From an optimization exercise on the open Yosys and OpenROAD flow, aimed at small area; shortcuts taken in it are not production practice. RTL that was checked went through simulation tests only; none was proved equivalent to the original. No functional check of the RTL was part of runs 3 to 6. Power and IR drop assume default switching activity.

<file path="flow/run.sh">
#!/bin/bash
# synth_recipe.tcl (not shown) runs the flow's synth.tcl, then flattens the netlist and writes it again
# the make line also repeats each setting of config.mk as NAME=value (left out here)
make -C /OpenROAD-flow-scripts/flow DESIGN_CONFIG=/design/flow/config.mk WORK_HOME=/design/flow/orfs CLKGATE_MAP_FILE= SYNTH_SCRIPT=/design/flow/synth_recipe.tcl finish
</file>
<file path="flow/config.mk">
export PLATFORM = sky130hd
export DESIGN_NAME = tripolar_pce
export DESIGN_NICKNAME = tripolar_pce
export VERILOG_FILES = /design/flow/design.v
export SDC_FILE = /design/flow/constraint.sdc
export NUM_CORES = 4
export LEC_CHECK = 0
export CAP_MARGIN = 20
export CORE_MARGIN = 2
export CORE_UTILIZATION = 40
export CTS_BUF_LIST = sky130_fd_sc_hd__clkbuf_8
export CTS_CLUSTER_DIAMETER = 500
export CTS_CLUSTER_SIZE = 100
export PLACE_DENSITY = 0.6
export SLEW_MARGIN = 20
</file>
<file path="flow/constraint.sdc">
create_clock -name core_clock -period 18.0 [get_ports {clk}]
set_input_delay 3.6000 -clock core_clock [delete_from_list [all_inputs] [get_ports {clk}]]
set_output_delay 3.6000 -clock core_clock [all_outputs]
set_load 0.01 [all_outputs]
</file>
<file path="flow/design.v">
module tripolar_pce #(
    parameter FULL_SCALE      = 1000,
    parameter CYCLE_LENGTH    = 8000,
    parameter DEAD_TIME       = 32,
    parameter MIN_TIMER_DELTA = 64,
    parameter INIT_DELAY      = 8000
) (
    input  wire        clk,
    input  wire        rst,         
    input  wire        op_valid,
    input  wire [2:0]  op_code,
    input  wire [1:0]  op_ch,
    input  wire [15:0] op_val,
    output wire        op_ready,
    output wire [5:0]  fet,         
    output wire        busy
);
    reg [9:0]  da, db, dc;       
    reg [9:0]  pa, pb, pc;       
    reg [9:0]  aa, ab, ac;       
    reg        idle;             
    reg        pend;
    reg        upd;
    reg        enabled;
    reg        wt;               
    reg [2:0]  cur;              
    reg [15:0] p;                
    reg [2:0]  lb;               
    assign busy = pend;
    function automatic lt10(input [9:0] x, input [9:0] y);
        integer i;
        begin
            lt10 = 1'b0;
            for (i = 0; i < 10; i = i + 1)
                lt10 = (~x[i] & y[i]) | ((~x[i] | y[i]) & lt10);
        end
    endfunction
    wire c_ab = lt10(ab, aa);    
    wire c_ac = lt10(ac, aa);
    wire c_bc = lt10(ac, ab);
    wire a1 = c_ab | c_ac,   a2 = c_ab & c_ac;
    wire b1 = ~c_ab | c_bc,  b2 = ~c_ab & c_bc;
    wire c1 = ~c_ac | ~c_bc, c2 = ~c_ac & ~c_bc;
    wire [1:0] r  = cur[2:1];
    wire cu1 = (cur == 3'd1);
    wire ge3 = (cur >= 3'd3), ge5 = (cur >= 3'd5), ge7 = (cur == 3'd7);
    wire r1  = (r == 2'd1), r2 = (r == 2'd2);
    assign fet[0] = cu1 | r1 & a1 | r2 & a2;
    assign fet[1] = ge7 | ge5 & ~a2 | ge3 & ~a1;
    assign fet[2] = cu1 | r1 & b1 | r2 & b2;
    assign fet[3] = ge7 | ge5 & ~b2 | ge3 & ~b1;
    assign fet[4] = cu1 | r1 & c1 | r2 & c2;
    assign fet[5] = ge7 | ge5 & ~c2 | ge3 & ~c1;
    wire sa = (r == 2'd0) ? ~a1 : r1 ? a1 & ~a2 : a2;
    wire sb = (r == 2'd0) ? ~b1 : r1 ? b1 & ~b2 : b2;
    wire sc = (r == 2'd0) ? ~c1 : r1 ? c1 & ~c2 : c2;
    wire [9:0]  ks   = ({10{sa}} & aa) | ({10{sb}} & ab) | ({10{sc}} & ac);
    wire        ke   = &ks[9:5];                  
    wire [10:0] kc   = {ks[9:6], ks[5] & ~ke, ks[4:0] | {5{ke}}, ke};
    wire        tall = idle | (r == 2'd3);       
    wire [10:0] tc   = tall ? {10'd996, 1'b0} : kc;
    wire [15:0] pn  = p + 16'd1;
    wire [10:0] pcm = {pn[12:3], pn[0]};
    wire [11:0] dx  = {1'b0, tc} - {1'b0, pcm};
    wire        dz  = (dx == 12'd0);
    wire        eqt = dz & (pn[15:13] == 3'd0) & (pn[2] == pn[0]) & (pn[1] == pn[0]);
    wire        chn = dx[11] | dz;               
    wire        urg = dx[11] | (dx[10:4] == 7'd0);
    wire        eql = (pn[4:0] == {lb[2], lb[1], {3{lb[0]}}});
    wire evw    = ~idle & ~cur[0];               
    wire fire_a = evw ? eql : (eqt & (wt | enabled));
    wire chain  = fire_a & evw & chn;            
    wire alloff = fire_a & (tall & ~evw | chain & (cur == 3'd6));
    wire swap   = alloff & pend;
    wire pend_b = pend & ~swap;
    wire [2:0] cur_b  = ~fire_a ? cur :
                        alloff  ? 3'd0 :
                        cur + {chain, ~chain};
    wire       wait_b = ~fire_a ? wt :
                        alloff  ? (~idle | pend) :
                        (evw & ~chn) ? urg : 1'b1;
    assign op_ready = ~wait_b;
    wire host   = op_valid & ~wait_b;
    wire op_set = host & (op_code == 3'd0);
    wire op_upd = host & (op_code == 3'd1);
    wire op_tck = host & (op_code == 3'd2);
    wire op_ena = host & (op_code == 3'd3);
    wire op_ini = host & (op_code == 3'd4);
    wire build  = (op_upd | op_tck & upd) & ~pend_b;
    wire       vsat = (|op_val[15:10]) | (&op_val[9:5]);
    wire [9:0] sval = {op_val[9:5] | {5{vsat}}, op_val[4:0] & {5{~vsat}}};
    wire       clr  = rst | op_ini;
    wire [9:0] dval = sval & {10{~clr}};
    wire       we_a = clr | op_set & (op_ch == 2'd0);
    wire       we_b = clr | op_set & (op_ch == 2'd1);
    wire       we_c = clr | op_set & (op_ch == 2'd2);
    always @(posedge clk) begin
        if (rst || op_ini) begin
            upd     <= 1'b0;
            idle    <= 1'b1;
            pend    <= 1'b0;
            enabled <= 1'b0;
            wt      <= 1'b0;
            cur     <= 3'd0;
            p       <= 16'hffe0;
        end else begin
            p    <= alloff ? 16'hffe0 : pn;
            cur  <= cur_b;
            wt   <= wait_b;
            idle <= idle & ~swap;
            pend <= pend_b | build;
            upd  <= ~build & (upd | op_upd);
            if (op_ena) enabled <= op_val[0];
        end
        if (we_a) da <= dval;
        if (we_b) db <= dval;
        if (we_c) dc <= dval;
        if (fire_a) lb <= alloff ? 3'd0 : {pn[4], pn[3], pn[0]};
        if (swap) begin
            aa <= pa;
            ab <= pb;
            ac <= pc;
        end
        if (build) begin
            pa <= da;
            pb <= db;
            pc <= dc;
        end
    end
endmodule
</file>
==> results of run 1 <==
==> per-layer routing <==
layer | track usage | wire length, um
met2 | 0.2594 | 5687
met1 | 0.1948 | 5259
met3 | 0.04596 | 536
met5 | 0 | 0
met4 | 0.07843 | 334
==> layout make-up <==
type	count	share of cell area
Sequential cell	117	0.4786
Multi-Input combinational cell	357	0.3516
Timing Repair Buffer	33	0.04757
Clock inverter	15	0.03677
Clock buffer	17	0.03421
Tap cell	184	0.03366
Inverter	32	0.01756
==> cell families after synthesis <==
kind of cell / Yosys count / synth area share
buffers and inverters: 42 / 0.02891
AND/OR/NAND/NOR: 174 / 0.1456
adder cells (fa/ha/maj): 29 / 0.05976
flip-flops: 117 / 0.5603
multiplexers: 3 / 0.005354
AO/OA/AOI/OAI: 130 / 0.1686
XOR/XNOR: 21 / 0.03148
==> sequential cells by signal (all words and copies together) (netlist names) <==
signal	flops
pa	10
pb	10
ac	10
upd	1
idle	1
pc	10
enabled	1
p	16
lb	3
cur	3
db	10
da	10
wt	1
aa	10
pend	1
ab	10
dc	10
==> per-stage QoR <==
stage	utilization	area, sq um	hold WS (ns)	total power [uW]	worst slack [ns]
CTS	0.4742	6839	0.4105	615.0	7.157
global placement	0.4405	6354	0.4024	323.0	7.878
floorplan	-	5842	0.4003	314.0	8.857
detailed placement	0.4405	6354	0.4045	323.7	7.642
global route	0.4742	6839	0.4261	630.5	6.637
finish	0.4742	6839	0.4085	607.7	7.160
==> synthesized netlist by cell type (3+ instances only) <==
cell type,count
nand3_1,15
and3_1,12
a211oi_1,3
clkbuf_1,6
o21a_1,4
xor2_1,12
a21o_1,6
nor2b_1,9
maj3_1,9
o21ai_0,14
edfxtp_1,93
nand2_1,47
buf_2,3
o2111ai_1,3
o21bai_1,7
and4_1,6
a22oi_1,6
o211ai_1,6
nor4_1,4
nand2b_1,9
and2_1,3
a222oi_1,9
ha_1,13
nor3_1,10
xnor2_1,9
o22ai_1,6
a221oi_1,3
a31oi_1,3
a221o_1,3
maj3_2,5
nor2_1,46
a21oi_1,29
inv_1,31
dfxtp_1,24
==> power groups by stage <==
stage	sequential (uW)	clock [uW]	combinational, uW
final	299	290	18.4
after detailed placement	305	0	18.4
after floorplan	304	0	9.78
after global placement	305	0	18.0
after global routing	300	310	20.3
after CTS	299	297	18.5
==> how the worst max path moves through the flow <==
stage                      from  depth (start not counted)  endpoint  slack (ns)
after global routing      ab[7]                         21  op_ready        6.64
after detailed placement  ab[7]                         21  op_ready        7.64
after floorplan           ac[0]                         22  op_ready        8.86
after global placement    ac[0]                         21  op_ready        7.88
after CTS                 ab[7]                         21  op_ready        7.16
final                     ab[7]                         21  op_ready        7.16
==> summary.md, run 1 <==
| Metric | Value |
|---|---|
| CP delay by family, top | compound AO/OA/AOI/OAI gates |
| DIE WIDTH | 124.9 um |
| Worst Setup Start Kind | register |
| Initial DRC count | 340 |
| Combinational power share | 0.030 |
| Dpl hpwl | 9064 um |
| Clock share of power | 0.477 |
| CTS tree | yes |
| Synth top area cells | edfxtp_1 48%, dfxtp_1 8.2%, nand2_1 3.0% |
| Layout fillers | 1350 |
| Total grt overflow | 0 |
| Max-slew violation count | 0 |
| Required time of the critical path | 14.40 ns |
| Clk slew on worst S/H paths | 0.08 ns |
| Sequential-to-total area share from yosys stat | 0.5603 |
| DRC errors left | 0 |
| Clk buf depth | 2 |
| H-tree depth | 4 |
| Post-Layout Cell Count | 755 |
| Main flop type after synthesis | edfxtp_1 |
| Most frequent cells in the layout | 93 x edfxtp_1, 47 x nand2_1, 44 x nor2_1, 31 x inv_1, 31 x clkdlybuf4s50_1 |
| FF-to-FF setup slack | 10.30 ns |
| Detailed-router iteration count before antenna repair | 8 |
| Syn Nets | 555 |
| Largest net degree at the start of global routing | 32 |
| Post-cts resize count | 0 |
| Avg Cell Area, Syn | 11.32 sq um |
| Worst Skew | 0.01598 ns |
| Hold Startpoint | pa[4] |
| Postcts setup bufs | 0 |
| CP Buf/Inv Count | 2 |
| Commonest non-fill, non-tap cell in the layout | edfxtp_1 |
| Sequential power share | 0.493 |
| Yosys reg bits | 117 |
| Crit path DAT | 7.24 ns |
| Slew margin rel. | 0.2567 |
| Crit path max fanout | 10 |
| Final min period | 10.84 ns |
| Syn Inst Count | 516 |
| Pleak | 0.002484 uW |
| CP cell instances | nor2b_1 > maj3_2 > maj3_2 > a211o_1 > o21ai_1 > nor2_1 > a221o_1 > a222oi_1 > or4_1 > or2_1 > ha_1 > inv_1 > fa_1 > a211o_1 > a311oi_1 > nor3_1 > a2111oi_0 > o2111ai_1 > o311a_1 > a31oi_2 > clkdlybuf4s50_1 |
| RSZ-0062 raised after global routing | false |
| Max Fclk | 92.25 MHz |
| DR WL/cell | 15.65 um |
| Port Buffers | 31 |
| # nets final | 597 |
| Cts bufs inserted | 17 |
| Mapped cell area | 5842 sq um |
| Post-synth EDFFs | 93 |
| Via count | 4141 |
| Clk sinks | 117 |
| PwrDens | 88.86 nW/um^2 |
| Pint | 485.5 uW |
| Post-synth top area share | 0.4780 |
| Sequential cell area | 3273 sq um |
| Switch Pwr | 122.2 uW |
| Antenna-violating nets left | 0 |
| WHS Path Cells | 0 |
| Clock Latency Late Sink | 0.44 ns |
| Final worst path period share | 0.6022 |
| Die height | 124.9 um |
| Crit Path Class | reg -> out |
| Placed cell count | 723 |
| Crit path capture type | output port |
| DR vias/cell | 5.485 |
| Multi-input combinational cell area | 2405 sq um |
| Core area | 14420 sq um |
| Final wirelength | 11820 um |
| Hold Path End | aa[4] |
| Switching part of the total | 0.2011 |
| Asr flop ratio synth | 0 |
| Total number of yosys warnings | 1 |
| FF-to-FF End | db[6] |
| Cts hold-fix bufs | 0 |
| Initial core utilization | 0.4050 |
| Initial antenna violation count | 0 |
| R2r worst-path depth | 22 |
| Endpoints failing hold | 0 |
| Share of cells above drive strength 1 | 0.09457 |
| Synth area leader | edfxtp_1 |
| Vias in the first global route | 3997 |
| Setup TNS | 0 ns |
| Type of the worst min-delay path | reg -> reg |
| Slowest stage delay, CP | 0.63 ns |
| I/O Pins | 32 |
| Number of cell rows | 44 |
| Final setup viols | 0 |
| Total Routing Usage GR | 0.1595 |
| Status | finished clean |
| Placer Congestion | 0.9122 |
| Actual slew at the worst max-slew pin | 1.113 ns |
| First-pass GRT wire length | 19620 um |
| DIE AREA | 15590 sq um |
| Count of cell types in the netlist | 71 |
| FF-to-FF Start | ab[7] |
| Peak VDD IR | 0.00006371 V |
| Max-cap violations | 0 |
| Synth-to-Final Area Change | 17.07% |
| CP max stage cell | clkdlybuf4s50_1 |
| Ant. Diodes | 0 |
| Clock Tree Root | clkbuf_8 |
==> run 2: changes to the inputs <==
--- a/flow/config.mk
+++ b/flow/config.mk
@@ -10,5 +10,2 @@
 export CORE_UTILIZATION = 40
-export CTS_BUF_LIST = sky130_fd_sc_hd__clkbuf_8
-export CTS_CLUSTER_DIAMETER = 500
-export CTS_CLUSTER_SIZE = 100
 export PLACE_DENSITY = 0.6
==> summary.md, run 2 <==
| Metric | Value |
|---|---|
| Actual slew at the worst max-slew pin | 1.101 ns (was 1.113 ns) |
| Mapped cell area | 5842 sq um (unchanged) |
| Detailed-router iteration count before antenna repair | 6 (was 8) |
| Max Fclk | 92.47 MHz (was 92.25 MHz) |
| Via count | 4146 (was 4141) |
| DIE WIDTH | 124.9 um (unchanged) |
| Hold slack final | 0.4101 ns (was 0.4085 ns) |
| Clk sinks | 117 (unchanged) |
| PwrDens | 99.60 nW/um^2 (was 88.86 nW/um^2) |
| Placer Congestion | 0.9122 (unchanged) |
| Endpoints failing hold | 0 (unchanged) |
| Max reg flops | 16 (unchanged) |
| Commonest non-fill, non-tap cell in the layout | edfxtp_1 (unchanged) |
| Dpl hpwl | 9064 um (unchanged) |
| Cts bufs inserted | 17 (unchanged) |
| Most frequent cells in the layout | 93 x edfxtp_1, 47 x nand2_1, 44 x nor2_1, 31 x inv_1, 31 x clkdlybuf4s50_1 (unchanged) |
| RSZ-0062 raised after global routing | false (unchanged) |
| Total Routing Usage GR | 0.1625 (was 0.1595) |
| Initial core utilization | 0.4050 (unchanged) |
| Setup TNS | 0 ns (unchanged) |
| Total number of yosys warnings | 1 (unchanged) |
| Clock Latency Late Sink | 0.42 ns (was 0.44 ns) |
| CTS tree | yes (unchanged) |
| Post-synth EDFFs | 93 (unchanged) |
| Crit path max fanout | 10 (unchanged) |
| DR vias/cell | 5.491 (was 5.485) |
| CP delay by family, top | compound AO/OA/AOI/OAI gates (unchanged) |
| Total grt overflow | 0 (unchanged) |
| Largest net degree at the start of global routing | 32 (unchanged) |
| Die height | 124.9 um (unchanged) |
| Initial DRC count | 392 (was 340) |
| Clock Tree Root | clkbuf_16 (was clkbuf_8) |
| Multi-input combinational cell area | 2405 sq um (unchanged) |
| Final setup viols | 0 (unchanged) |
| Post-cts resize count | 0 (unchanged) |
| Share of cells above drive strength 1 | 0.09457 (unchanged) |
| CP max stage cell | clkdlybuf4s50_1 (unchanged) |
| Slew margin rel. | 0.2642 (was 0.2567) |
| Main flop type after synthesis | edfxtp_1 (unchanged) |
| Synth-to-Final Area Change | 20.35% (was 17.07%) |
| CP cell instances | nor2b_1 > maj3_2 > maj3_2 > a211o_1 > o21ai_1 > nor2_1 > a221o_1 > a222oi_1 > or4_1 > or2_1 > ha_1 > inv_1 > fa_1 > a211o_1 > a311oi_1 > nor3_1 > a2111oi_0 > o2111ai_1 > o311a_1 > a31oi_2 > clkdlybuf4s50_1 (unchanged) |
| Syn Inst Count | 516 (unchanged) |
| # nets final | 597 (unchanged) |
| First-pass GRT wire length | 19890 um (was 19620 um) |
| Avg Cell Area, Syn | 11.32 sq um (unchanged) |
| Max-slew violation count | 0 (unchanged) |
| DR WL/cell | 15.74 um (was 15.65 um) |
| Count leader, synth | edfxtp_1 (unchanged) |
| Count of cell types in the netlist | 71 (unchanged) |
| DRC errors left | 0 (unchanged) |
| Layout fillers | 1327 (was 1350) |
| Sequential cell area | 3273 sq um (unchanged) |
| Type of the worst min-delay path | reg -> reg (unchanged) |
| Most flop-heavy register | p (unchanged) |
| Final min period | 10.81 ns (was 10.84 ns) |
| WHS Path Cells | 0 (unchanged) |
| I/O Pins | 32 (unchanged) |
| Required time of the critical path | 14.40 ns (about the same) |
| Clk slew on worst S/H paths | 0.06 ns (was 0.08 ns) |
| CP Buf/Inv Count | 2 (unchanged) |
| Crit Path Class | reg -> out (unchanged) |
| Worst Skew | 0.01004 ns (was 0.01598 ns) |
| Cell depth of the worst setup path | 21 (unchanged) |
| Antenna-violating nets left | 0 (unchanged) |
| Syn Nets | 555 (unchanged) |
| Postcts setup bufs | 0 (unchanged) |
| Synth area leader | edfxtp_1 (unchanged) |
| Core area | 14420 sq um (unchanged) |
| Asr flop ratio synth | 0 (unchanged) |
| Status | finished clean (unchanged) |
| Max-cap violations | 0 (unchanged) |
| DIE AREA | 15590 sq um (unchanged) |
| R2r worst-path depth | 22 (unchanged) |
| Sequential-to-total area share from yosys stat | 0.5603 (unchanged) |
| Vias in the first global route | 3999 (was 3997) |
| Slowest stage delay, CP | 0.63 ns (about the same) |
| Clk buf depth | 2 (unchanged) |
| Post-synth top area share | 0.4780 (unchanged) |
| H-tree depth | 4 (unchanged) |
| Crit path capture type | output port (unchanged) |
| Crit path DAT | 7.21 ns (was 7.24 ns) |
| Worst Setup Start Kind | register (unchanged) |
| Cts hold-fix bufs | 0 (unchanged) |
| Final wirelength | 11890 um (was 11820 um) |
| Number of cell rows | 44 (unchanged) |
| Synth top area cells | edfxtp_1 48%, dfxtp_1 8.2%, nand2_1 3.0% (unchanged) |
| Yosys reg bits | 117 (unchanged) |
| Most common library cells after synthesis | 93 x edfxtp_1, 47 x nand2_1, 46 x nor2_1 (unchanged) |
| Port Buffers | 31 (unchanged) |
| Peak VDD IR | 0.00007948 V (was 0.00006371 V) |
| Ant. Diodes | 0 (unchanged) |
| Pleak | 0.002571 uW (was 0.002484 uW) |
| Final worst path period share | 0.6008 (was 0.6022) |
| Initial antenna violation count | 0 (unchanged) |
## run 2: cell families after synthesis
family / Yosys count / share of synthesized area
AO/OA/AOI/OAI: 130 / 0.1686
XOR/XNOR: 21 / 0.03148
adder cells (fa/ha/maj): 29 / 0.05976
buffers and inverters: 42 / 0.02891
flip-flops: 117 / 0.5603
multiplexers: 3 / 0.005354
AND/OR/NAND/NOR: 174 / 0.1456
## run 2: final timing paths
kind | startpoint | slack [ns] | endpoint
max | ab[7] | 7.19 | op_ready
min | pb[4] | 0.41 | ab[4]
max reg2reg | ab[7] | 10.32 | dc[6]
min reg2reg | pb[4] | 0.41 | ab[4]
## run 2: metal layers
layer	part of all wire	track usage	routed length (um)
met5	0	0	0
met2	0.49	0.2633	5803
met3	0.043	0.04897	515
met4	0.018	0.07582	214
met1	0.45	0.1997	5353
## run 2: layout make-up
cell class                 count  area share
clock inverter                15     0.03577
tap                          184     0.03275
multi-input combinational    357      0.3421
clock buffer                  17     0.06051
sequential                   117      0.4656
inverter                      32     0.01708
timing repair buffer          33     0.04627
## run 2: report_power, final
| part | switching (uW) | leakage [uW] | internal [uW] |
|---|---|---|---|
| logic | 10.1 | 0.00117 | 8.27 |
| clock network | 122 | 0.000322 | 261 |
| registers | 2.14 | 0.00108 | 298 |
## run 2: per-stage QoR
step	total power [uW]	utilization	area, sq um	setup WS [ns]	std cells
2_1_floorplan	314.0	-	5842	8.857	516
3_3_place_gp	323.0	0.4405	6354	7.878	723
3_5_place_dp	323.7	0.4405	6354	7.642	723
4_1_cts	708.4	0.4874	7030	7.188	755
5_1_grt	726.0	0.4874	7030	6.670	755
6_report	700.2	0.4874	7030	7.186	755
==> run 3: changes to the inputs <==
--- a/flow/design.v
+++ b/flow/design.v
@@ -61,5 +61,21 @@
     wire [10:0] tc   = tall ? {10'd996, 1'b0} : kc;
-    wire [15:0] pn  = p + 16'd1;
+    reg  [15:0] pcy;
+    integer ci;
+    always @* begin
+        pcy[0] = 1'b1;
+        for (ci = 1; ci < 16; ci = ci + 1) pcy[ci] = pcy[ci-1] & p[ci-1];
+    end
+    wire [15:0] pn  = p ^ pcy;
     wire [10:0] pcm = {pn[12:3], pn[0]};
-    wire [11:0] dx  = {1'b0, tc} - {1'b0, pcm};
+    reg  [11:0] dx;
+    reg  [11:0] dcy;
+    integer di;
+    always @* begin
+        dcy[0] = 1'b1;
+        for (di = 0; di < 11; di = di + 1) begin
+            dx[di]    = tc[di] ^ ~pcm[di] ^ dcy[di];
+            dcy[di+1] = (tc[di] & ~pcm[di]) | (tc[di] & dcy[di]) | (~pcm[di] & dcy[di]);
+        end
+        dx[11] = ~dcy[11];
+    end
     wire        dz  = (dx == 12'd0);
==> flow/flow/run.sh (new file) <==
#!/bin/bash
# Layout flow: the standard ORFS flow, with two changes in how the layout
# is made:
#  * Yosys's ABC step maps the logic with an area-oriented script
#    (flow/abc_area.script) instead of the delay-oriented one; the registers
#    are mapped before ABC runs, so they are the standard synthesis's;
#  * CTS runs without dummy loads.
# Each tool's full output goes to the ORFS logs and to flow_make.log here.
set -euo pipefail
W=$(pwd)
mkdir -p "$W/scripts_local"
cp -r "$FLOW_HOME/scripts/." "$W/scripts_local/"
cp "$W/flow/abc_area.script" "$W/scripts_local/abc_speed.script"
export SCRIPTS_DIR="$W/scripts_local"
if [[ -f "$W/flow/cts_args" ]]; then
  CTS_ARGS=$(cat "$W/flow/cts_args")
  export CTS_ARGS
fi
bash "$W/standard.sh" > "$W/flow_make.log" 2>&1
==> flow/flow/abc_area.script (new file) <==
&get -n
&st
&syn2
&dch -f
&nf -a -R 1000
&put
topo
dnsize
==> flow/flow/cts_args (new file) <==
-sink_clustering_enable -repair_clock_nets -dont_use_dummy_load
==> flow/standard.sh (new file) <==
#!/bin/bash
# synth_recipe.tcl (not shown) runs the flow's synth.tcl, then flattens the netlist and writes it again
# the make line also repeats each setting of config.mk as NAME=value (left out here)
make -C /OpenROAD-flow-scripts/flow DESIGN_CONFIG=/design/flow/config.mk WORK_HOME=/design/flow/orfs CLKGATE_MAP_FILE= SYNTH_SCRIPT=/design/flow/synth_recipe.tcl "${@:-finish}"
removed: flow/run.sh
==> summary.md, run 3 <==
| Metric | Value |
|---|---|
| Final worst path period share | 0.8571 (was 0.6008) |
| Antenna-violating nets left | 0 (unchanged) |
| Multi-input combinational cell area | 1705 sq um (was 2405 sq um) |
| Max Fclk | 64.82 MHz (was 92.47 MHz) |
| FF-to-FF Start | ab[0] (was ab[7]) |
| Most flop-heavy register | p (unchanged) |
| Placement Setup Slack | 3.054 ns (was 7.642 ns) |
| Dpl hpwl | 6670 um (was 9064 um) |
| Clk slew on worst S/H paths | 0.05 ns (was 0.06 ns) |
| RSZ-0062 raised after global routing | false (unchanged) |
| Initial DRC count | 169 (was 392) |
| DR vias/cell | 4.974 (was 5.491) |
| Final min period | 15.43 ns (was 10.81 ns) |
| Endpoints failing hold | 0 (unchanged) |
| Post-cts resize count | 0 (unchanged) |
| Layout fillers | 1103 (was 1327) |
| Post-synth top area share | 0.5517 (was 0.4780) |
| Initial core utilization | 0.4061 (was 0.4050) |
| Post-placement cell area | 5624 sq um (was 6354 sq um) |
| Slew margin rel. | 0.3908 (was 0.2642) |
| Required time of the critical path | 14.40 ns (about the same) |
| # nets final | 496 (was 597) |
| Synth area leader | edfxtp_1 (unchanged) |
| Clock Latency Late Sink | 0.41 ns (was 0.42 ns) |
| Crit path capture type | output port (unchanged) |
| Max-cap violations | 0 (unchanged) |
| DIE WIDTH | 116.5 um (was 124.9 um) |
| Crit path DAT | 11.83 ns (was 7.21 ns) |
| PwrDens | 94.88 nW/um^2 (was 99.60 nW/um^2) |
| Initial antenna violation count | 0 (unchanged) |
| Most common library cells after synthesis | 93 x edfxtp_1, 39 x nand2_1, 37 x nor2_1 (was 93 x edfxtp_1, 47 x nand2_1, 46 x nor2_1) |
| Cts bufs inserted | 17 (unchanged) |
| Post-Layout Cell Count | 615 (was 755) |
| H-tree depth | 4 (unchanged) |
| Cts hold-fix bufs | 0 (unchanged) |
| Via count | 3059 (was 4146) |
| Port Buffers | 31 (unchanged) |
| Clk buf depth | 2 (unchanged) |
| Hold Path End | pc[4] (was ab[4]) |
| Yosys reg bits | 117 (unchanged) |
| Postcts setup bufs | 0 (unchanged) |
| Count of cell types in the netlist | 37 (was 71) |
| Share of cells above drive strength 1 | 0.05192 (was 0.09457) |
| DIE AREA | 13570 sq um (was 15590 sq um) |
| Slowest stage delay, CP | 0.68 ns (was 0.63 ns) |
| Final setup viols | 0 (unchanged) |
| FF-to-FF setup slack | 5.73 ns (was 10.32 ns) |
| Final wirelength | 9060 um (was 11890 um) |
| Syn Inst Count | 391 (was 516) |
| Largest net degree at the start of global routing | 31 (was 32) |
| R2r worst-path depth | 43 (was 22) |
| Commonest non-fill, non-tap cell in the layout | edfxtp_1 (unchanged) |
| FF-to-FF End | dc[0] (was dc[6]) |
| DR WL/cell | 14.73 um (was 15.74 um) |
| Total Routing Usage GR | 0.1524 (was 0.1625) |
| I/O Pins | 32 (unchanged) |
| Die height | 116.5 um (was 124.9 um) |
| Clk sinks | 117 (unchanged) |
| Number of cell rows | 41 (was 44) |
| Final setup margin | 2.573 ns (was 7.186 ns) |
| Detailed-router iteration count before antenna repair | 4 (was 6) |
| CTS tree | yes (unchanged) |
| Worst Setup Start Kind | register (unchanged) |
| Max-slew violation count | 0 (unchanged) |
| Synth-to-Final Area Change | 19.50% (was 20.35%) |
| Status | finished clean (unchanged) |
| First-pass GRT wire length | 15200 um (was 19890 um) |
| Asr flop ratio synth | 0 (unchanged) |
| Avg Cell Area, Syn | 12.95 sq um (was 11.32 sq um) |
| Hold Startpoint | dc[4] (was pb[4]) |
| Post-synth EDFFs | 93 (unchanged) |
| Actual slew at the worst max-slew pin | 0.9019 ns (was 1.101 ns) |
| Most frequent cells in the layout | 93 x edfxtp_1, 39 x nand2_1, 36 x nor2_1, 31 x clkdlybuf4s50_1 (was 93 x edfxtp_1, 47 x nand2_1, 44 x nor2_1, 31 x inv_1, 31 x clkdlybuf4s50_1) |
| Synth top area cells | edfxtp_1 55%, dfxtp_1 9.5%, ha_1 4.2% (was edfxtp_1 48%, dfxtp_1 8.2%, nand2_1 3.0%) |
| CP max stage cell | a21oi_1 (was clkdlybuf4s50_1) |
| Core area | 12470 sq um (was 14420 sq um) |
| Type of the worst min-delay path | reg -> reg (unchanged) |
| Sequential-to-total area share from yosys stat | 0.6466 (was 0.5603) |
| DRC errors left | 0 (unchanged) |
| Max reg flops | 16 (unchanged) |
| Worst Skew | 0.02400 ns (was 0.01004 ns) |
| Pleak | 0.002071 uW (was 0.002571 uW) |
| Clock Tree Root | clkbuf_16 (unchanged) |
| Peak VDD IR | 0.00004888 V (was 0.00007948 V) |
| Mapped cell area | 5062 sq um (was 5842 sq um) |
| Setup TNS | 0 ns (unchanged) |
| Syn Nets | 442 (was 555) |
| Post-route cell area | 6050 sq um (was 7030 sq um) |
| Crit Path Class | reg -> out (unchanged) |
| Placed cell count | 598 (was 723) |
| Crit path max fanout | 10 (unchanged) |
| Vias in the first global route | 3117 (was 3999) |
| Crit path top cell by count | fa_1 |
| Total number of yosys warnings | 1 (unchanged) |
| Count leader, synth | edfxtp_1 (unchanged) |
| Total grt overflow | 0 (unchanged) |
| WHS Path Cells | 0 (unchanged) |
| Pwr Total | 574.0 uW (was 700.2 uW) |
| Main flop type after synthesis | edfxtp_1 (unchanged) |
| Placer Congestion | 0.8385 (was 0.9122) |
| Sequential cell area | 3273 sq um (unchanged) |
| Ant. Diodes | 0 (unchanged) |
-- run 3: cell type report --
class | count | share of cell area
clock buffers | 17 | 0.07032
inverters | 24 | 0.01489
multi-input cells | 250 | 0.2819
flip-flops and latches | 117 | 0.5411
well taps | 172 | 0.03557
repair buffers | 35 | 0.05626
-- run 3: through the flow --
stage | utilization | hold slack [ns]
4_1_cts | 0.4853 | 0.4130
3_3_place_gp | 0.4512 | 0.4019
2_1_floorplan | - | 0.4003
3_5_place_dp | 0.4512 | 0.4045
6_report | 0.4853 | 0.4136
5_1_grt | 0.4853 | 0.4188
-- run 3: report_power, final --
group	internal [uW]	total, uW	switching (uW)	leakage, uW
registers	299	301	1.82	0.00108
logic	7.95	17.8	9.85	0.000784
clock network	162	255	93.6	0.000209
total	469	574	105	0.00207
-- run 3: cells by family after synthesis --
| family | Yosys count | synth area share |
|---|---|---|
| compound gates | 74 | 0.09466 |
| buf+inv | 24 | 0.01780 |
| simple gates | 127 | 0.1172 |
| fa+ha+maj | 44 | 0.1152 |
| flops | 117 | 0.6466 |
| xor+xnor | 5 | 0.008650 |
-- run 3: per-layer routing --
metal | track usage | vias to the layer above | part of all wire | routed length [um]
li1 | - | 1539 | - | -
met1 | 0.1816 | 1450 | 0.43 | 3934
met2 | 0.2539 | 56 | 0.51 | 4591
met3 | 0.04515 | 14 | 0.039 | 352
met4 | 0.07381 | 0 | 0.020 | 182
met5 | 0 | - | 0 | 0
-- run 3: worst max path at each step --
stage / startpoint / endpoint / slack (ns) / cells past startpoint
floorplan: ab[0] / op_ready / 4.62 / 40
global placement: ab[0] / op_ready / 3.41 / 41
detailed placement: ab[0] / op_ready / 3.05 / 41
CTS: ab[0] / op_ready / 2.61 / 41
global route: aa[1] / op_ready / 1.68 / 42
finish: ab[0] / op_ready / 2.57 / 41
-- run 3: worst max-delay path, delay by kind of cell (launching register included) --
family | cells | cell delay [ns]
adders and majority gates | 18 | 6.51
and+or+nand+nor | 8 | 0.95
buffers and inverters | 3 | 0.79
AOI/OAI and AO/OA | 12 | 2.73
DFF | 1 | 0.43
==> run 4: changes to the inputs <==
==> flow/flow/cts_args (replaced) <==
-sink_clustering_enable -repair_clock_nets -dont_use_dummy_load -buf_list sky130_fd_sc_hd__clkbuf_4 -sink_clustering_size 40 -sink_clustering_max_diameter 200
==> summary.md, run 4 <==
| Metric | Value |
|---|---|
| Clk buf depth | 2 (unchanged) |
| Crit path top cell by count | fa_1 (unchanged) |
| Share of cells above drive strength 1 | 0.05192 (unchanged) |
| Max-slew violation count | 0 (unchanged) |
| CP Buf/Inv Count | 3 (unchanged) |
| PwrDens | 75.57 nW/um^2 (was 94.88 nW/um^2) |
| Yosys reg bits | 117 (unchanged) |
| Clk slew on worst S/H paths | 0.08 ns (was 0.05 ns) |
| Initial DRC count | 162 (was 169) |
| Post-synth top area share | 0.5517 (unchanged) |
| Most common library cells after synthesis | 93 x edfxtp_1, 39 x nand2_1, 37 x nor2_1 (unchanged) |
| DIE WIDTH | 116.5 um (unchanged) |
| Cts hold-fix bufs | 0 (unchanged) |
| Pleak | 0.001940 uW (was 0.002071 uW) |
| First-pass GRT wire length | 14910 um (was 15200 um) |
| DRC errors left | 0 (unchanged) |
| Count of cell types in the netlist | 37 (unchanged) |
| Initial core utilization | 0.4061 (unchanged) |
| Actual slew at the worst max-slew pin | 0.8791 ns (was 0.9019 ns) |
| Final setup viols | 0 (unchanged) |
| # nets final | 496 (unchanged) |
| I/O Pins | 32 (unchanged) |
| Max Fclk | 64.45 MHz (was 64.82 MHz) |
| Main flop type after synthesis | edfxtp_1 (unchanged) |
| Final min period | 15.52 ns (was 15.43 ns) |
| DR vias/cell | 4.929 (was 4.974) |
| Worst Skew | 0.03931 ns (was 0.02400 ns) |
| Clock Tree Root | clkbuf_4 (was clkbuf_16) |
| Synth top area cells | edfxtp_1 55%, dfxtp_1 9.5%, ha_1 4.2% (unchanged) |
| H-tree depth | 4 (unchanged) |
| Post-cts resize count | 0 (unchanged) |
| Mapped cell area | 5062 sq um (unchanged) |
| Via count | 3036 (was 3059) |
| Required time of the critical path | 14.40 ns (about the same) |
| Syn Nets | 442 (unchanged) |
| Crit path max fanout | 10 (unchanged) |
| Slew margin rel. | 0.4062 (was 0.3908) |
| Hold slack final | 0.4195 ns (was 0.4136 ns) |
| CP delay by family, top | adder cells (unchanged) |
| Post-synth EDFFs | 93 (unchanged) |
| Post-layout util | 0.4616 (was 0.4853) |
| Most flop-heavy register | p (unchanged) |
| Die height | 116.5 um (unchanged) |
| Total grt overflow | 0 (unchanged) |
| Status | finished clean (unchanged) |
| CTS tree | yes (unchanged) |
| Max-cap violations | 0 (unchanged) |
| Asr flop ratio synth | 0 (unchanged) |
| Dpl hpwl | 6670 um (unchanged) |
| Crit path capture type | output port (unchanged) |
| Endpoints failing hold | 0 (unchanged) |
| DR WL/cell | 14.47 um (was 14.73 um) |
| Worst Setup Start Kind | register (unchanged) |
| Postcts setup bufs | 0 (unchanged) |
| Sequential-to-total area share from yosys stat | 0.6466 (unchanged) |
| Setup TNS | 0 ns (unchanged) |
| Core area | 12470 sq um (unchanged) |
| CP max stage cell | a21oi_1 (unchanged) |
| RSZ-0062 raised after global routing | false (unchanged) |
| Cts bufs inserted | 17 (unchanged) |
| Synth-to-Final Area Change | 13.67% (was 19.50%) |
| Antenna-violating nets left | 0 (unchanged) |
| Syn Inst Count | 391 (unchanged) |
| Port Buffers | 31 (unchanged) |
| Total Routing Usage GR | 0.1488 (was 0.1524) |
| Type of the worst min-delay path | reg -> reg (unchanged) |
| Initial antenna violation count | 1 (was 0) |
| Largest net degree at the start of global routing | 31 (unchanged) |
| Slowest stage delay, CP | 0.65 ns (was 0.68 ns) |
| Most frequent cells in the layout | 93 x edfxtp_1, 39 x nand2_1, 36 x nor2_1, 31 x clkdlybuf4s50_1 (unchanged) |
| Crit Path Class | reg -> out (unchanged) |
| Max reg flops | 16 (unchanged) |
| Number of cell rows | 41 (unchanged) |
| Vias in the first global route | 3083 (was 3117) |
| DIE AREA | 13570 sq um (unchanged) |
| Synth area leader | edfxtp_1 (unchanged) |
| Clk sinks | 117 (unchanged) |
| Commonest non-fill, non-tap cell in the layout | edfxtp_1 (unchanged) |
| Count leader, synth | edfxtp_1 (unchanged) |
| Placer Congestion | 0.8385 (unchanged) |
| Clock Latency Late Sink | 0.50 ns (was 0.41 ns) |
| Avg Cell Area, Syn | 12.95 sq um (unchanged) |
| Peak VDD IR | 0.00004846 V (was 0.00004888 V) |
| Crit path DAT | 11.92 ns (was 11.83 ns) |
| Final worst path period share | 0.8620 (was 0.8571) |
| Total number of yosys warnings | 1 (unchanged) |
| Final wirelength | 8915 um (was 9060 um) |
| Detailed-router iteration count before antenna repair | 4 (unchanged) |
[run 4: cell families (layout without fill, tap and decap cells)]
| logic type | Yosys count | count (layout) | share of synthesized area |
|---|---|---|---|
| other | 0 | 1 | 0 |
| flip-flops | 117 | 117 | 0.6466 |
| AO/OA/AOI/OAI | 74 | 74 | 0.09466 |
| XOR/XNOR | 5 | 5 | 0.008650 |
| adder cells (fa/ha/maj) | 44 | 44 | 0.1152 |
| AND/OR/NAND/NOR | 127 | 127 | 0.1172 |
| buffers and inverters | 24 | 76 | 0.01780 |
[run 4: area by class of cell]
cell class | count | area (sq um)
fillers | 1131 | 6711
flip-flops and latches | 117 | 3273
multi-input cells | 250 | 1705
repair buffers | 35 | 340.3
well taps | 172 | 215.2
clock buffers | 17 | 127.6
inverters | 24 | 90.09
diodes | 1 | 2.502
[run 4: layer usage]
metal	share of wire	GRT usage	routed length (um)	up-vias
met2	0.52	0.2496	4592	54
li1	-	-	-	1542
met3	0.036	0.04203	317	2
met5	0	0	0	-
met4	0.0064	0.06905	57	0
met1	0.44	0.1783	3949	1438
[run 4: worst paths after layout]
check / start / to / slack, ns / cells past startpoint
worst max register to register: ab[0] / db[0] / 5.72 / 42
worst min register to register: pc[7] / ac[7] / 0.42 / 0
worst max-delay path: ab[0] / op_ready / 2.48 / 41
worst min-delay path: pc[7] / ac[7] / 0.42 / 0
[run 4: power by group]
part	switching, uW	internal, uW
Combinational	9.80	7.95
Clock	74.6	43.0
Sequential	1.79	298
Total	86.1	349
[run 4: stage by stage]
step | instance area (sq um) | worst slack (ns) | cells | power (uW)
final | 5754 | 2.485 | 616 | 434.8
after floorplan | 5062 | 4.615 | 391 | 313.0
after detailed placement | 5624 | 3.054 | 598 | 323.9
after global routing | 5754 | 1.557 | 616 | 455.4
after CTS | 5752 | 2.474 | 615 | 442.5
after global placement | 5624 | 3.411 | 598 | 323.0
==> run 5: changes to the inputs <==
--- a/flow/design.v
+++ b/flow/design.v
@@ -27,3 +27,2 @@
     reg [15:0] p;                
-    reg [2:0]  lb;               
     assign busy = pend;
@@ -84,3 +83,3 @@
     wire        urg = dx[11] | (dx[10:4] == 7'd0);
-    wire        eql = (pn[4:0] == {lb[2], lb[1], {3{lb[0]}}});
+    wire        eql = (pn[4:0] == {~p[15], ~p[14], {3{~p[13]}}});
     wire evw    = ~idle & ~cur[0];               
@@ -91,2 +90,4 @@
     wire pend_b = pend & ~swap;
+    wire lowin  = fire_a & ~alloff & (cur[0] | chain);    
+    wire oddin  = fire_a & evw & ~chain;                  
     wire [2:0] cur_b  = ~fire_a ? cur :
@@ -96,3 +97,3 @@
                         alloff  ? (~idle | pend) :
-                        (evw & ~chn) ? urg : 1'b1;
+                        oddin   ? urg : 1'b1;
     assign op_ready = ~wait_b;
@@ -113,3 +114,3 @@
     always @(posedge clk) begin
-        if (rst || op_ini) begin
+        if (clr) begin
             upd     <= 1'b0;
@@ -122,3 +123,6 @@
         end else begin
-            p    <= alloff ? 16'hffe0 : pn;
+            if (alloff)     p <= 16'hffe0;
+            else if (lowin) p <= {~pn[4], ~pn[3], ~pn[0], pn[12:0]};
+            else if (oddin) p <= {3'b000, pn[12:0]};
+            else            p <= pn;
             cur  <= cur_b;
@@ -133,3 +137,2 @@
         if (we_c) dc <= dval;
-        if (fire_a) lb <= alloff ? 3'd0 : {pn[4], pn[3], pn[0]};
         if (swap) begin
--- a/flow/flow/run.sh
+++ b/flow/flow/run.sh
@@ -1,4 +1,4 @@
 #!/bin/bash
-# Layout flow: the standard ORFS flow, with two changes in how the layout
-# is made:
+# Layout flow: the standard ORFS flow (standard.sh), with these changes in
+# how the layout is made:
 #  * Yosys's ABC step maps the logic with an area-oriented script
@@ -6,4 +6,6 @@
 #    are mapped before ABC runs, so they are the standard synthesis's;
-#  * CTS runs without dummy loads.
-# Each tool's full output goes to the ORFS logs and to flow_make.log here.
+#  * CTS takes the arguments in flow/cts_args (no dummy loads, small buffers);
+#  * the port buffers are the cell named in flow/port_buffer.
+# make's full output goes to flow_make.log here; each ORFS step also keeps its
+# own log under orfs/logs.
 set -euo pipefail
@@ -18,2 +20,6 @@
 fi
+if [[ -f "$W/flow/port_buffer" ]]; then
+  BUFFER_PORTS_ARGS="-buffer_cell $(cat "$W/flow/port_buffer")"
+  export BUFFER_PORTS_ARGS
+fi
 bash "$W/standard.sh" > "$W/flow_make.log" 2>&1
==> flow/flow/cts_args (replaced) <==
-sink_clustering_enable -repair_clock_nets -dont_use_dummy_load -buf_list sky130_fd_sc_hd__clkbuf_4
==> flow/flow/port_buffer (new file) <==
sky130_fd_sc_hd__buf_1
==> summary.md, run 5 <==
| Metric | Value |
|---|---|
| DIE AREA | 13470 sq um (was 13570 sq um) |
| R2r worst-path depth | 43 (was 42) |
| Mapped cell area | 5022 sq um (was 5062 sq um) |
| Clk sinks | 114 (was 117) |
| Post-synth EDFFs | 90 (was 93) |
| Total number of yosys warnings | 1 (unchanged) |
| Setup TNS | 0 ns (unchanged) |
| Max-slew violation count | 0 (unchanged) |
| Actual slew at the worst max-slew pin | 0.8108 ns (was 0.8791 ns) |
| Syn Inst Count | 397 (was 391) |
| Clock share of power | 0.278 (was 0.270) |
| Post-layout util | 0.4574 (was 0.4616) |
| Count leader, synth | edfxtp_1 (unchanged) |
| Crit path capture type | output port (unchanged) |
| Total grt overflow | 0 (unchanged) |
| Detailed-router iteration count before antenna repair | 5 (was 4) |
| H-tree depth | 4 (unchanged) |
| Most common library cells after synthesis | 90 x edfxtp_1, 41 x nand2_1, 39 x nor2_1 (was 93 x edfxtp_1, 39 x nand2_1, 37 x nor2_1) |
| Final worst path period share | 0.8448 (was 0.8620) |
| Combinational power share | 0.034 (was 0.041) |
| Antenna-violating nets left | 0 (unchanged) |
| Syn Nets | 449 (was 442) |
| Crit path DAT | 11.61 ns (was 11.92 ns) |
| Synth area leader | edfxtp_1 (unchanged) |
| Initial core utilization | 0.4147 (was 0.4061) |
| PwrDens | 76.62 nW/um^2 (was 75.57 nW/um^2) |
| Final setup viols | 0 (unchanged) |
| Final min period | 15.21 ns (was 15.52 ns) |
| Final setup margin | 2.794 ns (was 2.485 ns) |
| Pleak | 0.001869 uW (was 0.001940 uW) |
| CTS tree | yes (unchanged) |
| Vias in the first global route | 3163 (was 3083) |
| Crit Path Class | reg -> out (unchanged) |
| Postcts setup bufs | 0 (unchanged) |
| Placement Setup Slack | 3.340 ns (was 3.054 ns) |
| Via count | 3168 (was 3036) |
| Clk slew on worst S/H paths | 0.10 ns (was 0.08 ns) |
| Max Fclk | 65.76 MHz (was 64.45 MHz) |
| CP max stage cell | a21oi_1 (unchanged) |
| Slowest stage delay, CP | 0.62 ns (was 0.65 ns) |
| Clock Tree Root | clkbuf_4 (unchanged) |
| Final wirelength | 9581 um (was 8915 um) |
| Crit path top cell by count | fa_1 (unchanged) |
| Commonest non-fill, non-tap cell in the layout | edfxtp_1 (unchanged) |
| Initial antenna violation count | 1 (unchanged) |
| Synth-to-Final Area Change | 10.31% (was 13.67%) |
| DR vias/cell | 5.101 (was 4.929) |
| DRC errors left | 0 (unchanged) |
| Max reg flops | 16 (unchanged) |
| Port Buffers | 31 (unchanged) |
| Switching part of the total | 0.2041 (was 0.1981) |
| Asr flop ratio synth | 0 (unchanged) |
| Max-cap violations | 0 (unchanged) |
| Crit path max fanout | 10 (unchanged) |
| WHS Path Cells | 0 (unchanged) |
| Initial DRC count | 208 (was 162) |
| I/O Pins | 32 (unchanged) |
| Clock Latency Late Sink | 0.51 ns (was 0.50 ns) |
| Sequential-to-total area share from yosys stat | 0.6338 (was 0.6466) |
| Type of the worst min-delay path | reg -> reg (unchanged) |
| Cts hold-fix bufs | 0 (unchanged) |
| Number of cell rows | 40 (was 41) |
| Placer Congestion | 0.8785 (was 0.8385) |
| First-pass GRT wire length | 15830 um (was 14910 um) |
| Endpoints failing hold | 0 (unchanged) |
| Sequential power share | 0.688 (was 0.689) |
| Slew margin rel. | 0.4595 (was 0.4062) |
| Most flop-heavy register | p (unchanged) |
| Cts bufs inserted | 17 (unchanged) |
| Main flop type after synthesis | edfxtp_1 (unchanged) |
| Post-cts resize count | 0 (unchanged) |
| Post-synth top area share | 0.5381 (was 0.5517) |
| Synth top area cells | edfxtp_1 54%, dfxtp_1 9.6%, ha_1 4.5% (was edfxtp_1 55%, dfxtp_1 9.5%, ha_1 4.2%) |
| # nets final | 506 (was 496) |
| Status | finished clean (unchanged) |
| DR WL/cell | 15.43 um (was 14.47 um) |
| Peak VDD IR | 0.00006962 V (was 0.00004846 V) |
| Required time of the critical path | 14.40 ns (about the same) |
| Count of cell types in the netlist | 42 (was 37) |
| Core area | 12110 sq um (was 12470 sq um) |
| Dpl hpwl | 7117 um (was 6670 um) |
| Die height | 116.1 um (was 116.5 um) |
| Worst Skew | 0.04035 ns (was 0.03931 ns) |
| Share of cells above drive strength 1 | 0.05752 (was 0.05192) |
| Worst Setup Start Kind | register (unchanged) |
| Hold slack final | 0.4018 ns (was 0.4195 ns) |
| DIE WIDTH | 116.1 um (was 116.5 um) |
| Switch Pwr | 86.63 uW (was 86.14 uW) |
| Avg Cell Area, Syn | 12.65 sq um (was 12.95 sq um) |
| Largest net degree at the start of global routing | 32 (was 31) |
| Pwr Total | 424.5 uW (was 434.8 uW) |
| Yosys reg bits | 114 (was 117) |
| Most frequent cells in the layout | 90 x edfxtp_1, 41 x nand2_1, 38 x nor2_1, 31 x buf_1, 26 x clkinv_1 (was 93 x edfxtp_1, 39 x nand2_1, 36 x nor2_1, 31 x clkdlybuf4s50_1) |
| RSZ-0062 raised after global routing | false (unchanged) |
| Total Routing Usage GR | 0.1610 (was 0.1488) |
| Clk buf depth | 2 (unchanged) |
| Pint | 337.9 uW (was 348.7 uW) |
run 5: cell count changes in the layout (fill, tap and decap cells not counted), sizes merged, moves of 3 or more:
| cell | before | now |
|---|---|---|
| buf | 4 | 38 |
| o21ai | 18 | 23 |
| or3 | 0 | 10 |
| edfxtp | 93 | 90 |
| nor3 | 3 | 6 |
| nand3 | 10 | 7 |
| nand2b | 13 | 2 |
| clkdlybuf4s50 | 31 | 0 |
run 5: power groups by stage:
stage | Clock (uW) | Combinational (uW) | Sequential, uW
after floorplan | 0 | 7.73 | 297
after global placement | 0 | 13.8 | 298
after detailed placement | 0 | 14.8 | 298
after CTS | 124 | 14.8 | 292
after global routing | 135 | 16.3 | 293
final | 118 | 14.4 | 292
run 5: kinds of logic after synthesis:
logic type	after synthesis	share of synthesized area
AND/OR/NAND/NOR	126	0.1153
XOR/XNOR	5	0.008719
flip-flops	114	0.6338
adder cells (fa/ha/maj)	45	0.1186
AO/OA/AOI/OAI	81	0.1041
buffers and inverters	26	0.01943
run 5: final timing paths:
| check | from | end | slack [ns] |
|---|---|---|---|
| setup / recovery | ab[0] | op_ready | 2.79 |
| hold / removal | db[6] | pb[6] | 0.40 |
| setup reg to reg | ab[0] | da[0] | 5.70 |
| hold reg to reg | db[6] | pb[6] | 0.40 |
run 5: per-stage QoR:
stage	instance area [sq um]	std cells
5_1_grt	5540	621
3_3_place_gp	5410	603
6_report	5540	621
2_1_floorplan	5022	397
4_1_cts	5538	620
3_5_place_dp	5410	603
run 5: final cells by class:
cell class	instances	area, sq um
Antenna cell	1	2.502
Inverter	26	97.59
Tap cell	168	210.2
Timing Repair Buffer	38	168.9
Multi-Input combinational cell	257	1750
Sequential cell	114	3183
Clock buffer	17	127.6
Fill cell	1146	6571
run 5: critical path: cells and delay by family, from the launching register on:
| family | cells | cell delay (ns) |
|---|---|---|
| buffers and inverters | 3 | 0.33 |
| adders and majority gates | 18 | 6.54 |
| and+or+nand+nor | 8 | 1.40 |
| AOI/OAI and AO/OA | 10 | 2.40 |
| DFF | 1 | 0.43 |
run 5: per-layer routing:
layer | GRT usage | vias to the layer above | share of wire
met5 | 0 | - | 0
met4 | 0.07063 | 0 | 0.011
met3 | 0.04969 | 11 | 0.038
met2 | 0.2643 | 83 | 0.50
met1 | 0.1968 | 1495 | 0.45
li1 | - | 1579 | -
==> run 6: changes to the inputs <==
--- a/flow/config.mk
+++ b/flow/config.mk
@@ -9,4 +9,4 @@
 export CORE_MARGIN = 2
-export CORE_UTILIZATION = 40
-export PLACE_DENSITY = 0.6
+export CORE_UTILIZATION = 65
+export PLACE_DENSITY = 0.8
 export SLEW_MARGIN = 20
==> summary.md, run 6 <==
| Metric | Value |
|---|---|
| Status | finished clean (unchanged) |
| Count of cell types in the netlist | 42 (unchanged) |
| Crit path DAT | 11.65 ns (was 11.61 ns) |
| Syn Inst Count | 397 (unchanged) |
| Avg Cell Area, Syn | 12.65 sq um (unchanged) |
| Most flop-heavy register | p (unchanged) |
| Max-slew violation count | 0 (unchanged) |
| CP delay by family, top | adder cells (unchanged) |
| Largest net degree at the start of global routing | 32 (unchanged) |
| Initial core utilization | 0.6602 (was 0.4147) |
| Final setup margin | 2.747 ns (was 2.794 ns) |
| Synth area leader | edfxtp_1 (unchanged) |
| Initial DRC count | 149 (was 208) |
| FF-to-FF End | dc[6] (was da[0]) |
| Post-synth top area share | 0.5381 (unchanged) |
| DIE WIDTH | 91.90 um (was 116.1 um) |
| Max-cap violations | 0 (unchanged) |
| Hold Path End | ab[6] (was pb[6]) |
| Max reg flops | 16 (unchanged) |
| Peak VDD IR | 0.00005946 V (was 0.00006962 V) |
| CP Buf/Inv Count | 3 (unchanged) |
| Asr flop ratio synth | 0 (unchanged) |
| Die height | 91.90 um (was 116.1 um) |
| Layout fillers | 534 (was 1146) |
| Final wirelength | 9118 um (was 9581 um) |
| DR WL/cell | 16.49 um (was 15.43 um) |
| Detailed-router iteration count before antenna repair | 9 (was 5) |
| Placement Setup Slack | 3.367 ns (was 3.340 ns) |
| Number of cell rows | 32 (was 40) |
| Cts bufs inserted | 17 (unchanged) |
| Setup TNS | 0 ns (unchanged) |
| Type of the worst min-delay path | reg -> reg (unchanged) |
| Postcts setup bufs | 0 (unchanged) |
| Post-synth EDFFs | 90 (unchanged) |
| Final setup viols | 0 (unchanged) |
| DR vias/cell | 5.991 (was 5.101) |
| Required time of the critical path | 14.40 ns (about the same) |
| Clk slew on worst S/H paths | 0.06 ns (was 0.10 ns) |
| PwrDens | 77.12 nW/um^2 (was 76.62 nW/um^2) |
| Post-cts resize count | 0 (unchanged) |
| Count leader, synth | edfxtp_1 (unchanged) |
| I/O Pins | 32 (unchanged) |
| Dpl hpwl | 6800 um (was 7117 um) |
| Crit path capture type | output port (unchanged) |
| Crit Path Class | reg -> out (unchanged) |
| Multi-input combinational cell area | 1750 sq um (unchanged) |
| Antenna-violating nets left | 0 (unchanged) |
| Pleak | 0.001864 uW (was 0.001869 uW) |
| Vias in the first global route | 3211 (was 3163) |
| CTS tree | yes (unchanged) |
| Hold Startpoint | pb[6] (was db[6]) |
| Endpoints failing hold | 0 (unchanged) |
| # nets final | 505 (was 506) |
| Worst Skew | 0.04635 ns (was 0.04035 ns) |
| Commonest non-fill, non-tap cell in the layout | edfxtp_1 (unchanged) |
| Cts hold-fix bufs | 0 (unchanged) |
| Total grt overflow | 0 (unchanged) |
| Total number of yosys warnings | 1 (unchanged) |
| Share of cells above drive strength 1 | 0.05543 (was 0.05752) |
| Synth-to-Final Area Change | 8.470% (was 10.31%) |
| First-pass GRT wire length | 15210 um (was 15830 um) |
| Yosys reg bits | 114 (unchanged) |
| FF-to-FF Start | ab[0] (unchanged) |
| Clk buf depth | 2 (unchanged) |
| R2r worst-path depth | 40 (was 43) |
| Actual slew at the worst max-slew pin | 0.7911 ns (was 0.8108 ns) |
| Clock Latency Late Sink | 0.48 ns (was 0.51 ns) |
| Crit path max fanout | 10 (unchanged) |
| Core area | 7607 sq um (was 12110 sq um) |
| Via count | 3313 (was 3168) |
| WHS Path Cells | 0 (unchanged) |
| Port Buffers | 31 (unchanged) |
| DIE AREA | 8446 sq um (was 13470 sq um) |
| Crit path top cell by count | fa_1 (unchanged) |
| DRC errors left | 0 (unchanged) |
| Ant. Diodes | 0 (was 1) |
| Placer Congestion | 0.9456 (was 0.8785) |
| H-tree depth | 4 (unchanged) |
| Slew margin rel. | 0.4701 (was 0.4595) |
| Initial antenna violation count | 0 (was 1) |
| Synth top area cells | edfxtp_1 54%, dfxtp_1 9.6%, ha_1 4.5% (unchanged) |
| Slowest stage delay, CP | 0.62 ns (about the same) |
| Most common library cells after synthesis | 90 x edfxtp_1, 41 x nand2_1, 39 x nor2_1 (unchanged) |
| Sequential cell area | 3183 sq um (unchanged) |
| Syn Nets | 449 (unchanged) |
| Worst Setup Start Kind | register (unchanged) |
| Main flop type after synthesis | edfxtp_1 (unchanged) |
| Final worst path period share | 0.8474 (was 0.8448) |
| RSZ-0062 raised after global routing | false (unchanged) |
| Total Routing Usage GR | 0.2391 (was 0.1610) |
| Final min period | 15.25 ns (was 15.21 ns) |
| Most frequent cells in the layout | 90 x edfxtp_1, 41 x nand2_1, 38 x nor2_1, 31 x buf_1, 26 x clkinv_1 (unchanged) |
| Clk sinks | 114 (unchanged) |
| Mapped cell area | 5022 sq um (unchanged) |
| Sequential-to-total area share from yosys stat | 0.6338 (unchanged) |
| Max Fclk | 65.56 MHz (was 65.76 MHz) |
| Clock Tree Root | clkbuf_4 (unchanged) |
| FF-to-FF setup slack | 5.41 ns (was 5.70 ns) |
| CP max stage cell | a21oi_1 (unchanged) |
## run 6: cell count changes in the layout (fill, tap and decap cells not counted)
cell     delta
buf_4       -1
diode_2     -1
## run 6: how the worst max path moves through the flow
stage               slack, ns  cells after the start        to  startpoint
floorplan                4.52                     38  op_ready       ab[0]
finish                   2.75                     40  op_ready       ab[0]
global route             1.96                     40  op_ready       ab[0]
detailed placement       3.37                     40  op_ready       ab[0]
CTS                      2.82                     40  op_ready       ab[0]
global placement         3.79                     39  op_ready       ab[0]
## run 6: power breakdown
part,switching (uW),total [uW],internal (uW)
registers,2.07,292,290
logic,9.45,14.1,4.60
clock network,70.7,114,43.1
## run 6: metal layers
| layer | up-vias | wire length (um) | track usage |
|---|---|---|---|
| li1 | 1585 | - | - |
| met1 | 1584 | 4015 | 0.3259 |
| met3 | 11 | 532 | 0.06409 |
| met5 | - | 0 | 0 |
| met4 | 0 | 120 | 0.07711 |
| met2 | 133 | 4450 | 0.3799 |
## run 6: logic make-up (layout without fill, tap and decap cells)
kind of cell	after synthesis	after routing	share of synthesized area
xor+xnor	5	5	0.008719
simple gates	126	126	0.1153
flops	114	114	0.6338
buf+inv	26	80	0.01943
fa+ha+maj	45	45	0.1186
compound gates	81	81	0.1041
## run 6: final cells by class
| class | instances | share of cell area |
|---|---|---|
| sequential | 114 | 0.5843 |
| multi-input combinational | 257 | 0.3213 |
| timing repair buffer | 37 | 0.02963 |
| clock buffer | 17 | 0.02343 |
| tap | 102 | 0.02343 |
| inverter | 26 | 0.01791 |
## run 6: per-stage QoR
step	total power (uW)	hold slack [ns]	util	cell area [sq um]	instances
5_1_grt	435.9	0.4324	0.7161	5448	553
6_report	420.1	0.4228	0.7161	5448	553
3_5_place_dp	312.3	0.4045	0.6993	5320	536
2_1_floorplan	305.2	0.4003	-	5022	397
3_3_place_gp	311.0	0.4006	0.6993	5320	536
4_1_cts	424.7	0.4245	0.7161	5448	553
==> run 7: changes to the inputs <==
--- a/flow/design.v
+++ b/flow/design.v
@@ -68,17 +68,18 @@
     wire [10:0] pcm = {pn[12:3], pn[0]};
-    reg  [11:0] dx;
-    reg  [11:0] dcy;
+    wire [10:0] ntc = ~tc;
+    reg  [10:0] sm;
+    reg  [11:0] scy;
     integer di;
     always @* begin
-        dcy[0] = 1'b1;
+        scy[0] = 1'b0;
         for (di = 0; di < 11; di = di + 1) begin
-            dx[di]    = tc[di] ^ ~pcm[di] ^ dcy[di];
-            dcy[di+1] = (tc[di] & ~pcm[di]) | (tc[di] & dcy[di]) | (~pcm[di] & dcy[di]);
+            sm[di]    = ntc[di] ^ pcm[di] ^ scy[di];
+            scy[di+1] = (ntc[di] & pcm[di]) | (ntc[di] & scy[di]) | (pcm[di] & scy[di]);
         end
-        dx[11] = ~dcy[11];
     end
-    wire        dz  = (dx == 12'd0);
+    wire        neg = scy[11];                   
+    wire        dz  = ~neg & (&sm);              
     wire        eqt = dz & (pn[15:13] == 3'd0) & (pn[2] == pn[0]) & (pn[1] == pn[0]);
-    wire        chn = dx[11] | dz;               
-    wire        urg = dx[11] | (dx[10:4] == 7'd0);
+    wire        chn = neg | dz;                  
+    wire        urg = neg | (&sm[10:4]);
     wire        eql = (pn[4:0] == {~p[15], ~p[14], {3{~p[13]}}});
--- a/flow/config.mk
+++ b/flow/config.mk
@@ -9,4 +9,4 @@
 export CORE_MARGIN = 2
-export CORE_UTILIZATION = 65
-export PLACE_DENSITY = 0.8
+export CORE_UTILIZATION = 40
+export PLACE_DENSITY = 0.6
 export SLEW_MARGIN = 20
==> summary.md, run 7 <==
| Metric | Value |
|---|---|
| Synth-to-Final Area Change | 9.858% (was 8.470%) |
| Cts hold-fix bufs | 0 (unchanged) |
| # nets final | 496 (was 505) |
| Max-cap violations | 0 (unchanged) |
| CP max stage cell | a21oi_1 (unchanged) |
| Clock Latency Late Sink | 0.50 ns (was 0.48 ns) |
| Post-route cell area | 5508 sq um (was 5448 sq um) |
| Worst Skew | 0.02544 ns (was 0.04635 ns) |
| Asr flop ratio synth | 0 (unchanged) |
| Required time of the critical path | 14.40 ns (about the same) |
| Final worst path period share | 0.8517 (was 0.8474) |
| Initial core utilization | 0.4139 (was 0.6602) |
| DR WL/cell | 14.72 um (was 16.49 um) |
| Dpl hpwl | 6645 um (was 6800 um) |
| Yosys reg bits | 114 (unchanged) |
| Synth top area cells | edfxtp_1 54%, dfxtp_1 9.6%, ha_1 4.5% (unchanged) |
| Max Fclk | 65.23 MHz (was 65.56 MHz) |
| Most common library cells after synthesis | 90 x edfxtp_1, 36 x nand2_1, 33 x nor2_1 (was 90 x edfxtp_1, 41 x nand2_1, 39 x nor2_1) |
| Most frequent cells in the layout | 90 x edfxtp_1, 36 x nand2_1, 32 x nor2_1, 31 x buf_1 (was 90 x edfxtp_1, 41 x nand2_1, 38 x nor2_1, 31 x buf_1, 26 x clkinv_1) |
| Actual slew at the worst max-slew pin | 0.7735 ns (was 0.7911 ns) |
| Clk buf depth | 2 (unchanged) |
| First-pass GRT wire length | 15080 um (was 15210 um) |
| Crit path max fanout | 10 (unchanged) |
| Pint | 337.5 uW (was 337.9 uW) |
| Synth area leader | edfxtp_1 (unchanged) |
| Worst Setup Start Kind | register (unchanged) |
| Combinational power share | 0.033 (about the same) |
| DIE AREA | 13450 sq um (was 8446 sq um) |
| Post-synth EDFFs | 90 (unchanged) |
| Endpoints failing hold | 0 (unchanged) |
| Count of cell types in the netlist | 46 (was 42) |
| RSZ-0062 raised after global routing | false (unchanged) |
| Avg Cell Area, Syn | 12.89 sq um (was 12.65 sq um) |
| Postcts setup bufs | 0 (unchanged) |
| Clock Tree Root | clkbuf_4 (unchanged) |
| Largest net degree at the start of global routing | 32 (unchanged) |
| Main flop type after synthesis | edfxtp_1 (unchanged) |
| Initial antenna violation count | 0 (unchanged) |
| PwrDens | 76.79 nW/um^2 (was 77.12 nW/um^2) |
| Detailed-router iteration count before antenna repair | 5 (was 9) |
| Pleak | 0.001839 uW (was 0.001864 uW) |
| Cts bufs inserted | 17 (unchanged) |
| Status | finished clean (unchanged) |
| CTS tree | yes (unchanged) |
| Final setup margin | 2.669 ns (was 2.747 ns) |
| DR vias/cell | 5.162 (was 5.991) |
| Total Routing Usage GR | 0.1523 (was 0.2391) |
| Placer Congestion | 0.8377 (was 0.9456) |
| Crit path capture type | output port (unchanged) |
| Setup TNS | 0 ns (unchanged) |
| Sequential power share | 0.690 (was 0.696) |
| Most flop-heavy register | p (unchanged) |
| Via count | 3149 (was 3313) |
| Syn Nets | 441 (was 449) |
| Clk slew on worst S/H paths | 0.09 ns (was 0.06 ns) |
| Placement Setup Slack | 3.219 ns (was 3.367 ns) |
| Vias in the first global route | 3026 (was 3211) |
| Crit path DAT | 11.73 ns (was 11.65 ns) |
| Final min period | 15.33 ns (was 15.25 ns) |
| Slowest stage delay, CP | 0.59 ns (was 0.62 ns) |
| DRC errors left | 0 (unchanged) |
| Slew margin rel. | 0.4843 (was 0.4701) |
| FF-to-FF setup slack | 5.51 ns (was 5.41 ns) |
| Sequential-to-total area share from yosys stat | 0.6349 (was 0.6338) |
| DIE WIDTH | 116.0 um (was 91.90 um) |
| Antenna-violating nets left | 0 (unchanged) |
| Mapped cell area | 5014 sq um (was 5022 sq um) |
| Core area | 12110 sq um (was 7607 sq um) |
| Commonest non-fill, non-tap cell in the layout | edfxtp_1 (unchanged) |
| Switching part of the total | 0.2020 (was 0.1957) |
| Post-placement cell area | 5380 sq um (was 5320 sq um) |
| Total number of yosys warnings | 1 (unchanged) |
| Max reg flops | 16 (unchanged) |
| Syn Inst Count | 389 (was 397) |
| Total grt overflow | 0 (unchanged) |
| Final setup viols | 0 (unchanged) |
| Number of cell rows | 40 (was 32) |
| Ant. Diodes | 0 (unchanged) |
| Peak VDD IR | 0.00005646 V (was 0.00005946 V) |
| I/O Pins | 32 (unchanged) |
| Final wirelength | 8979 um (was 9118 um) |
| Type of the worst min-delay path | reg -> reg (unchanged) |
| Post-layout util | 0.4548 (was 0.7161) |
| Port Buffers | 31 (unchanged) |
| Die height | 116.0 um (was 91.90 um) |
| Switch Pwr | 85.45 uW (was 82.23 uW) |
| Post-Layout Cell Count | 610 (was 553) |
| Crit Path Class | reg -> out (unchanged) |
| Placed cell count | 593 (was 536) |
| Crit path top cell by count | fa_1 (unchanged) |
| Share of cells above drive strength 1 | 0.05204 (was 0.05543) |
| Post-synth top area share | 0.5391 (was 0.5381) |
| Clk sinks | 114 (unchanged) |
| Post-cts resize count | 0 (unchanged) |
| Clock share of power | 0.277 (was 0.271) |
| Count leader, synth | edfxtp_1 (unchanged) |
| H-tree depth | 4 (unchanged) |
| Initial DRC count | 272 (was 149) |
| Max-slew violation count | 0 (unchanged) |
## run 7: cell types whose count changed in the layout (fill, tap and decap cells not counted), sizes merged, moves of 3 or more
cell	delta
a21oi	-7
a222oi	+3
a22oi	-3
maj3	-3
nand2	-5
nand2b	+3
nor2	-6
## run 7: critical path: cells and delay by family (launching register included)
kind	cells	cell delay [ns]
simple gates	8	1.31
mux	1	0.32
compound gates	9	2.10
fa+ha+maj	18	6.76
buf+inv	3	0.37
flops	1	0.37
## run 7: kinds of logic after synthesis
kind of cell    synth area share
simple gates              0.1155
flops                     0.6349
compound gates            0.1116
fa+ha+maj                 0.1128
buf+inv                  0.01797
xor+xnor                0.005242
mux                     0.001997
## run 7: final cells by class
type	count	area, sq um
Fill cell	1162	6604
Timing Repair Buffer	36	153.9
Multi-Input combinational cell	251	1743
Sequential cell	114	3183
Inverter	24	90.09
Clock buffer	17	127.6
Tap cell	168	210.2
## run 7: stage by stage
stage          hold WS (ns)  total power [uW]
4_1_cts              0.4033             428.7
6_report             0.4041             422.9
5_1_grt              0.4192             442.8
3_5_place_dp         0.4045             312.4
3_3_place_gp         0.4024             311.4
2_1_floorplan        0.4003             305.1
## run 7: per-layer routing
metal / wire length [um] / GRT usage / vias up
li1: - / - / 1573
met1: 4240 / 0.1992 / 1492
met2: 4180 / 0.2351 / 75
met3: 442 / 0.05230 / 9
met4: 115 / 0.05952 / 0
met5: 0 / 0 / -
## run 7: power by group through the flow
stage	sequential (uW)	clock [uW]	combinational [uW]
floorplan	298	0	7.57
global placement	298	0	13.5
detailed placement	298	0	14.2
CTS	292	122	14.3
global route	293	134	16.2
finish	292	117	13.8
## run 7: final timing paths
kind                            cells past startpoint        to  startpoint
worst max-delay path                               39  op_ready       ac[1]
worst min-delay path                                0     ac[0]       pc[0]
worst max register to register                     41     da[2]       ac[1]
worst min register to register                      0     ac[0]       pc[0]

## afterwards: timing with drivers on the ports
How much do the figures lean on ideal ports? The routed layouts below were timed once more, with nothing changed but the port constraints.
Step 1 sets driving cells, clkbuf_16 on the clock port and buf_2 on the other inputs (assumed; they add their load-dependent delay and slew).
Step 2 times the ports against the registers' clock, not the clock port: input delays grow and output delays shrink by t, the midpoint of the rising clock arrivals with the driver on.
a / b / c = ideal ports / drivers / drivers and shift; a / b = the first two.
run	shift t [ns]	setup WS [ns]
run 1	0.471	7.160 / 7.124 / 7.595
run 2	0.453	7.186 / 7.145 / 7.598
run 3	0.440	2.573 / 2.532 / 2.972
run 4	0.520	2.485 / 2.450 / 2.970
run 5	0.516	2.794 / 2.763 / 3.280
run 6	0.484	2.747 / 2.716 / 3.200
run 7	0.522	2.669 / 2.636 / 3.158
After both steps setup and hold are still met in every run listed.
